This design comes from an exercise in tuning for small area on the open sky130 flow, not from production work.
Where RTL was checked, it was by simulation tests only, not by an equivalence proof against the original.
Power figures rest on the tool's default switching activity, not on a simulated workload.

==> v25: inputs <==
==> flow/design.v (excerpt) <==
module ppm_core (
    input  wire        clk,
    input  wire        rst,
    input  wire        start,
    input  wire        mode,
    input  wire [15:0] len,
    output wire        ready,
    input  wire        in_valid,
    input  wire [7:0]  in_data,
    output wire        in_ready,
    output wire        out_we,
    output wire [18:0] out_addr,
    output wire [7:0]  out_data,
    output wire        tbl_clr,
    output wire [11:0] tbl_raddr,
    output wire        tbl_we,
    output wire [11:0] tbl_waddr,
    output wire [7:0]  tbl_wdata,
    input  wire [7:0]  tbl_rdata,
    output wire        done,
    output wire [18:0] out_len,
    output wire [1:0]  stop
);
==> module ppm_core, before the edit <==
module ppm_core (
    input  wire        clk,
    input  wire        rst,
    input  wire        start,
    input  wire        mode,
    input  wire [15:0] len,
    output wire        ready,
    input  wire        in_valid,
    input  wire [7:0]  in_data,
    output wire        in_ready,
    output wire        out_we,
    output wire [18:0] out_addr,
    output wire [7:0]  out_data,
    output wire        tbl_clr,
    output wire [11:0] tbl_raddr,
    output wire        tbl_we,
    output wire [11:0] tbl_waddr,
    output wire [7:0]  tbl_wdata,
    input  wire [7:0]  tbl_rdata,
    output wire        done,
    output wire [18:0] out_len,
    output wire [1:0]  stop
);
    localparam [63:0] MIXER = 64'hFF51AFD7ED558CCD;
    localparam [2:0] S_IDLE = 3'd0;    
    localparam [2:0] S_HASH = 3'd1;    
    localparam [2:0] S_WA   = 3'd2;    
    localparam [2:0] S_ACT  = 3'd3;    
    localparam [2:0] S_WC   = 3'd4;    
    localparam [2:0] S_CMT  = 3'd5;    
    localparam [2:0] S_FIN  = 3'd6;    
    localparam [2:0] S_PRE  = 3'd7;    
    reg  [2:0]  state;
    reg         md;         
    reg  [5:0]  j;          
    reg  [23:0] s;          
    reg  [23:0] ctx;        
    reg  [15:0] rem;        
    reg  [18:0] base;       
    reg  [3:0]  off;        
    reg  [8:0]  fl;         
    genvar gi;
    wire [11:0] key   = s[23:12];
    wire        ph2   = (j >= 6'd52);
    wire        mbit  = MIXER[j];
    wire        jlast = (j == 6'd63);
    wire        rem0  = (rem == 16'd0);
    wire [15:0] rem_m1;
    wire [16:0] rb;
    assign rb[0] = 1'b1;
    generate for (gi = 0; gi < 16; gi = gi + 1) begin : g_rem
        assign rem_m1[gi] = rem[gi] ^ rb[gi];
        assign rb[gi+1]   = !rem[gi] & rb[gi];
    end endgenerate
    wire [23:0] add;
    assign add[11:0]  = mbit ? ctx[11:0] : 12'd0;
    assign add[23:12] = (mbit && !ph2) ? ctx[23:12] : 12'd0;
    wire [24:0] sum;
    wire [24:0] cy;
    assign cy[0] = 1'b0;
    generate for (gi = 0; gi < 24; gi = gi + 1) begin : g_mul
        wire cin = (gi == 12) ? (cy[12] & !ph2) : cy[gi];
        assign sum[gi]  = s[gi] ^ add[gi] ^ cin;
        assign cy[gi+1] = (s[gi] & add[gi]) | (s[gi] & cin) | (add[gi] & cin);
    end endgenerate
    assign sum[24] = cy[24];
    wire is_idle = (state == S_IDLE);
    wire is_hash = (state == S_HASH);
    wire is_act  = (state == S_ACT);
    wire is_wc   = (state == S_WC);
    wire is_cmt  = (state == S_CMT);
    wire is_fin  = (state == S_FIN);
    wire is_pre  = (state == S_PRE);
    wire needctrl = md & off[3];
    wire hit      = (tbl_rdata == in_data);
    wire take     = is_act & !rem0 & in_valid & (!md | needctrl | !fl[8]);
    wire bump     = is_hash & (j == 6'd0) & !md & fl[8];
    wire flagw    = (is_wc & !md & fl[8]) | (is_fin & fl[8]);
    wire litw     = is_cmt & (md | !fl[0]);
    wire dec_end  = is_act & md & rem0 & (off[3] | !fl[8]);
    wire [3:0]  xoff = (is_wc | is_fin) ? 4'd0 : off;
    wire [18:0] addr;
    wire [19:0] ac;
    assign ac[0] = 1'b0;
    generate for (gi = 0; gi < 19; gi = gi + 1) begin : g_addr
        if (gi < 4) begin : g_fa
            assign addr[gi] = base[gi] ^ xoff[gi] ^ ac[gi];
            assign ac[gi+1] = (base[gi] & xoff[gi]) | (base[gi] & ac[gi]) | (xoff[gi] & ac[gi]);
        end else begin : g_ha
            assign addr[gi] = base[gi] ^ ac[gi];
            assign ac[gi+1] = base[gi] & ac[gi];
        end
    end endgenerate
    assign ready     = is_idle;
    assign done      = (is_idle & !md & fl[8]) | dec_end;
    assign out_len   = addr;
    assign stop      = {md, !md | !off[3]};
    assign tbl_clr   = is_idle;
    assign tbl_raddr = key;
    assign tbl_waddr = key;
    assign tbl_wdata = in_data;
    assign tbl_we    = take & (md ? !needctrl : !hit);
    assign in_ready  = is_act & !rem0 & (!md | needctrl | !fl[8]);
    assign out_we    = litw | flagw;
    assign out_addr  = addr;
    assign out_data  = (is_wc | is_fin) ? fl[7:0] : tbl_rdata;
    always @(posedge clk) begin
        if (rst) begin
            state <= S_IDLE;
            fl[8] <= 1'b0;
        end else begin
            case (state)
            S_IDLE: begin
                fl[8] <= 1'b0;
                if (start) begin
                    md    <= mode;
                    rem   <= len;
                    base  <= mode ? 19'h7FFF8 : 19'd0;
                    off   <= mode ? 4'd8 : 4'd1;
                    fl    <= 9'd1;
                    j     <= 6'd60;
                    s     <= 24'd0;
                    state <= S_PRE;
                end
            end
            S_PRE: begin
                ctx <= {ctx[15:0], tbl_rdata};
                j   <= j + 6'd1;
                if (jlast) state <= S_WA;
            end
            S_HASH: begin
                s <= {ph2 ? sum[0] : sum[24], sum[23:1]};
                j <= j + 6'd1;
                if (bump) begin
                    base <= addr;
                    off  <= 4'd1;
                    fl   <= 9'd1;
                end
                if (jlast) state <= S_WA;
            end
            S_WA: state <= S_ACT;
            S_ACT: begin
                if (take) rem <= rem_m1;
                if (needctrl) begin
                    if (rem0) state <= S_IDLE;
                    else if (in_valid) begin
                        fl   <= {in_data, 1'b0};
                        base <= addr;
                        off  <= 4'd0;
                    end
                end else if (md & fl[8]) begin
                    fl    <= {fl[7:0], 1'b0};
                    state <= S_WC;
                end else if (rem0) begin
                    state <= md ? S_IDLE : S_FIN;
                end else if (in_valid) begin
                    fl    <= {fl[7:0], md ? 1'b0 : hit};
                    state <= S_WC;
                end
            end
            S_WC: state <= S_CMT;
            S_CMT: begin
                ctx   <= {ctx[15:0], tbl_rdata};
                if (litw) off <= off + 4'd1;
                s     <= 24'd0;
                state <= S_HASH;
            end
            default: begin    
                if (fl[8]) state <= S_IDLE;
                else fl <= {fl[7:0], 1'b0};
            end
            endcase
        end
    end
endmodule
Settings: LEC_CHECK=0, CAP_MARGIN=20, CORE_MARGIN=2, CORE_UTILIZATION=40, CTS_BUF_LIST=sky130_fd_sc_hd__clkbuf_8, PLACE_DENSITY=0.6, SLEW_MARGIN=20; clock period 15.0 ns.
standard.sh (not shown) runs the stock make flow with config.mk's settings and CLKGATE_MAP_FILE= SYNTH_SCRIPT=/design/flow/synth_recipe.tcl, a recipe that flattens the netlist after the stock synthesis.
==> flow/flow/run.sh <==
#!/bin/bash
set -euo pipefail
W=$(pwd)
{
  echo 'proc abc {args} {'
  echo '  set i [lsearch $args -script]'
  echo "  if {\$i >= 0} { set args [lreplace \$args [expr {\$i+1}] [expr {\$i+1}] $W/flow/abc_area.script] }"
  echo '  yosys abc {*}$args'
  echo '}'
  cat "$W/synth_recipe.tcl"
} > "$W/area_synth.tcl"
sed "s#SYNTH_SCRIPT=[^ ]*#SYNTH_SCRIPT=$W/area_synth.tcl#" "$W/standard.sh" > "$W/area_standard.sh"
grep -q "SYNTH_SCRIPT=$W/area_synth.tcl" "$W/area_standard.sh"
export SYNTH_OPERATIONS_ARGS=-noshare
export BUFFER_PORTS_ARGS="-buffer_cell sky130_fd_sc_hd__buf_1"
bash "$W/area_standard.sh" finish > "$W/make_finish.log" 2>&1
==> flow/flow/abc_area.script <==
strash
dc2
dc2
dch -f
amap
topo
==> v6: changes against v25 <==
--- a/flow/design.v
+++ b/flow/design.v
@@ -23,5 +23,5 @@
 );
     localparam [63:0] MIXER = 64'hFF51AFD7ED558CCD;
-    localparam [2:0] S_IDLE = 3'd0;    
+    localparam [2:0] S_IDLE = 3'd0;
     localparam [2:0] S_HASH = 3'd1;    
     localparam [2:0] S_WA   = 3'd2;    
@@ -30,5 +30,5 @@
     localparam [2:0] S_CMT  = 3'd5;    
     localparam [2:0] S_FIN  = 3'd6;    
-    localparam [2:0] S_PRE  = 3'd7;    
+    localparam [2:0] S_DONE = 3'd7;
     reg  [2:0]  state;
     reg         md;         
@@ -40,17 +40,16 @@
     reg  [3:0]  off;        
     reg  [8:0]  fl;         
-    genvar gi;
     wire [11:0] key   = s[23:12];
-    wire        ph2   = (j >= 6'd52);
-    wire        mbit  = MIXER[j];
-    wire        jlast = (j == 6'd63);
     wire        rem0  = (rem == 16'd0);
     wire [15:0] rem_m1;
     wire [16:0] rb;
     assign rb[0] = 1'b1;
-    generate for (gi = 0; gi < 16; gi = gi + 1) begin : g_rem
-        assign rem_m1[gi] = rem[gi] ^ rb[gi];
-        assign rb[gi+1]   = !rem[gi] & rb[gi];
+    genvar gr;
+    generate for (gr = 0; gr < 16; gr = gr + 1) begin : g_rem
+        assign rem_m1[gr] = rem[gr] ^ rb[gr];
+        assign rb[gr+1]   = !rem[gr] & rb[gr];
     end endgenerate
+    wire        ph2   = (j >= 6'd52);
+    wire        mbit  = MIXER[j];
     wire [23:0] add;
     assign add[11:0]  = mbit ? ctx[11:0] : 12'd0;
@@ -59,4 +58,5 @@
     wire [24:0] cy;
     assign cy[0] = 1'b0;
+    genvar gi;
     generate for (gi = 0; gi < 24; gi = gi + 1) begin : g_mul
         wire cin = (gi == 12) ? (cy[12] & !ph2) : cy[gi];
@@ -65,5 +65,4 @@
     end endgenerate
     assign sum[24] = cy[24];
-    wire is_idle = (state == S_IDLE);
     wire is_hash = (state == S_HASH);
     wire is_act  = (state == S_ACT);
@@ -71,5 +70,4 @@
     wire is_cmt  = (state == S_CMT);
     wire is_fin  = (state == S_FIN);
-    wire is_pre  = (state == S_PRE);
     wire needctrl = md & off[3];
     wire hit      = (tbl_rdata == in_data);
@@ -78,5 +76,4 @@
     wire flagw    = (is_wc & !md & fl[8]) | (is_fin & fl[8]);
     wire litw     = is_cmt & (md | !fl[0]);
-    wire dec_end  = is_act & md & rem0 & (off[3] | !fl[8]);
     wire [3:0]  xoff = (is_wc | is_fin) ? 4'd0 : off;
     wire [18:0] addr;
@@ -85,16 +82,16 @@
     generate for (gi = 0; gi < 19; gi = gi + 1) begin : g_addr
         if (gi < 4) begin : g_fa
-            assign addr[gi] = base[gi] ^ xoff[gi] ^ ac[gi];
-            assign ac[gi+1] = (base[gi] & xoff[gi]) | (base[gi] & ac[gi]) | (xoff[gi] & ac[gi]);
+            assign addr[gi]  = base[gi] ^ xoff[gi] ^ ac[gi];
+            assign ac[gi+1]  = (base[gi] & xoff[gi]) | (base[gi] & ac[gi]) | (xoff[gi] & ac[gi]);
         end else begin : g_ha
-            assign addr[gi] = base[gi] ^ ac[gi];
-            assign ac[gi+1] = base[gi] & ac[gi];
+            assign addr[gi]  = base[gi] ^ ac[gi];
+            assign ac[gi+1]  = base[gi] & ac[gi];
         end
     end endgenerate
-    assign ready     = is_idle;
-    assign done      = (is_idle & !md & fl[8]) | dec_end;
+    assign ready     = (state == S_IDLE);
+    assign done      = (state == S_DONE);
     assign out_len   = addr;
     assign stop      = {md, !md | !off[3]};
-    assign tbl_clr   = is_idle;
+    assign tbl_clr   = (state == S_IDLE);
     assign tbl_raddr = key;
     assign tbl_waddr = key;
@@ -108,24 +105,16 @@
         if (rst) begin
             state <= S_IDLE;
-            fl[8] <= 1'b0;
         end else begin
             case (state)
-            S_IDLE: begin
-                fl[8] <= 1'b0;
-                if (start) begin
-                    md    <= mode;
-                    rem   <= len;
-                    base  <= mode ? 19'h7FFF8 : 19'd0;
-                    off   <= mode ? 4'd8 : 4'd1;
-                    fl    <= 9'd1;
-                    j     <= 6'd60;
-                    s     <= 24'd0;
-                    state <= S_PRE;
-                end
-            end
-            S_PRE: begin
-                ctx <= {ctx[15:0], tbl_rdata};
-                j   <= j + 6'd1;
-                if (jlast) state <= S_WA;
+            S_IDLE: if (start) begin
+                md    <= mode;
+                rem   <= len;
+                ctx   <= 24'd0;
+                base  <= mode ? 19'h7FFF8 : 19'd0;
+                off   <= mode ? 4'd8 : 4'd1;
+                fl    <= 9'd1;
+                j     <= 6'd0;
+                s     <= 24'd0;
+                state <= S_HASH;
             end
             S_HASH: begin
@@ -137,5 +126,5 @@
                     fl   <= 9'd1;
                 end
-                if (jlast) state <= S_WA;
+                if (j == 6'd63) state <= S_WA;
             end
             S_WA: state <= S_ACT;
@@ -143,5 +132,5 @@
                 if (take) rem <= rem_m1;
                 if (needctrl) begin
-                    if (rem0) state <= S_IDLE;
+                    if (rem0) state <= S_DONE;
                     else if (in_valid) begin
                         fl   <= {in_data, 1'b0};
@@ -153,5 +142,5 @@
                     state <= S_WC;
                 end else if (rem0) begin
-                    state <= md ? S_IDLE : S_FIN;
+                    state <= md ? S_DONE : S_FIN;
                 end else if (in_valid) begin
                     fl    <= {fl[7:0], md ? 1'b0 : hit};
@@ -166,8 +155,9 @@
                 state <= S_HASH;
             end
-            default: begin    
-                if (fl[8]) state <= S_IDLE;
+            S_FIN: begin
+                if (fl[8]) state <= S_DONE;
                 else fl <= {fl[7:0], 1'b0};
             end
+            default: state <= S_IDLE;    
             endcase
         end
==> results.txt <==
| quantity | v6 | v25 |
|---|---|---|
| Leak Pwr | 0.002453 µW | 0.002438 µW |
| Die extent in y | 129.0 µm | 128.5 µm |
| Avg Cell Area, Syn | 10.66 µm² | 11.17 µm² |
| Number of non-clock inverters | 81 | 72 |
| Startpoint of the worst hold path | state[2]$_SDFFE_PP0P_ | ctx[6]$_DFFE_PP_ |
| Worst relative slew slack | 0.3445 | 0.3098 |
| Run status | complete, no violations | complete, no violations |
| Register share of total power | 0.399 | 0.425 |
| Non-Clock Buffer Count | 129 | 127 |
| Post-synthesis compound-gate area fraction | 0.07490 | 0.09021 |
| Grt met2 use | 0.2782 | 0.2763 |
| Summed instance area of the synthesized netlist | 6247 µm² | 6200 µm² |
| Storage cell area | 3153 µm² | 3143 µm² |
| Adder-cell share of the synthesized area | 0.1594 | 0.1627 |
| Worst slack at placement | 3.721 ns | 3.166 ns |
| Crit path depth | 36 | 35 |
| Period Utilization, post-route | 0.7563 | 0.7948 |
| Die boundary width | 129.0 µm | 128.5 µm |
| Dominant cell by count in the synthesized netlist | sky130_fd_sc_hd__nor2_1 | sky130_fd_sc_hd__edfxtp_1 |
For v6, only the layout was checked, not whether the RTL still works.

==> port drivers added, routing unchanged <==
No port has a modelled driver above. Below, the same layouts with a new extraction and two added sets of constraints.
Step 1 sets driving cells, clkbuf_16 on the clock port and buf_2 on the other inputs (assumed; they add their load-dependent delay and slew).
Step 2 adds t to the input delays and takes it off the output delays; t is the mean of the earliest and latest rising clock arrival at the registers after step 1. Input paths then give back, and output paths get back, about the clock's delay inside the block.
a / b / c = no drivers / after step 1 / after step 2; a / b = the first two.
run | t, ns | slack for setup (ns) | worst setup path at the end | pins driven straight from the clock port
v25 | 0.412 | 3.078 / 3.078 / 3.078 | register to register | 1
v6 | 0.415 | 3.656 / 3.656 / 3.656 | register to register | 1
After both steps setup and hold are still met in every run listed.
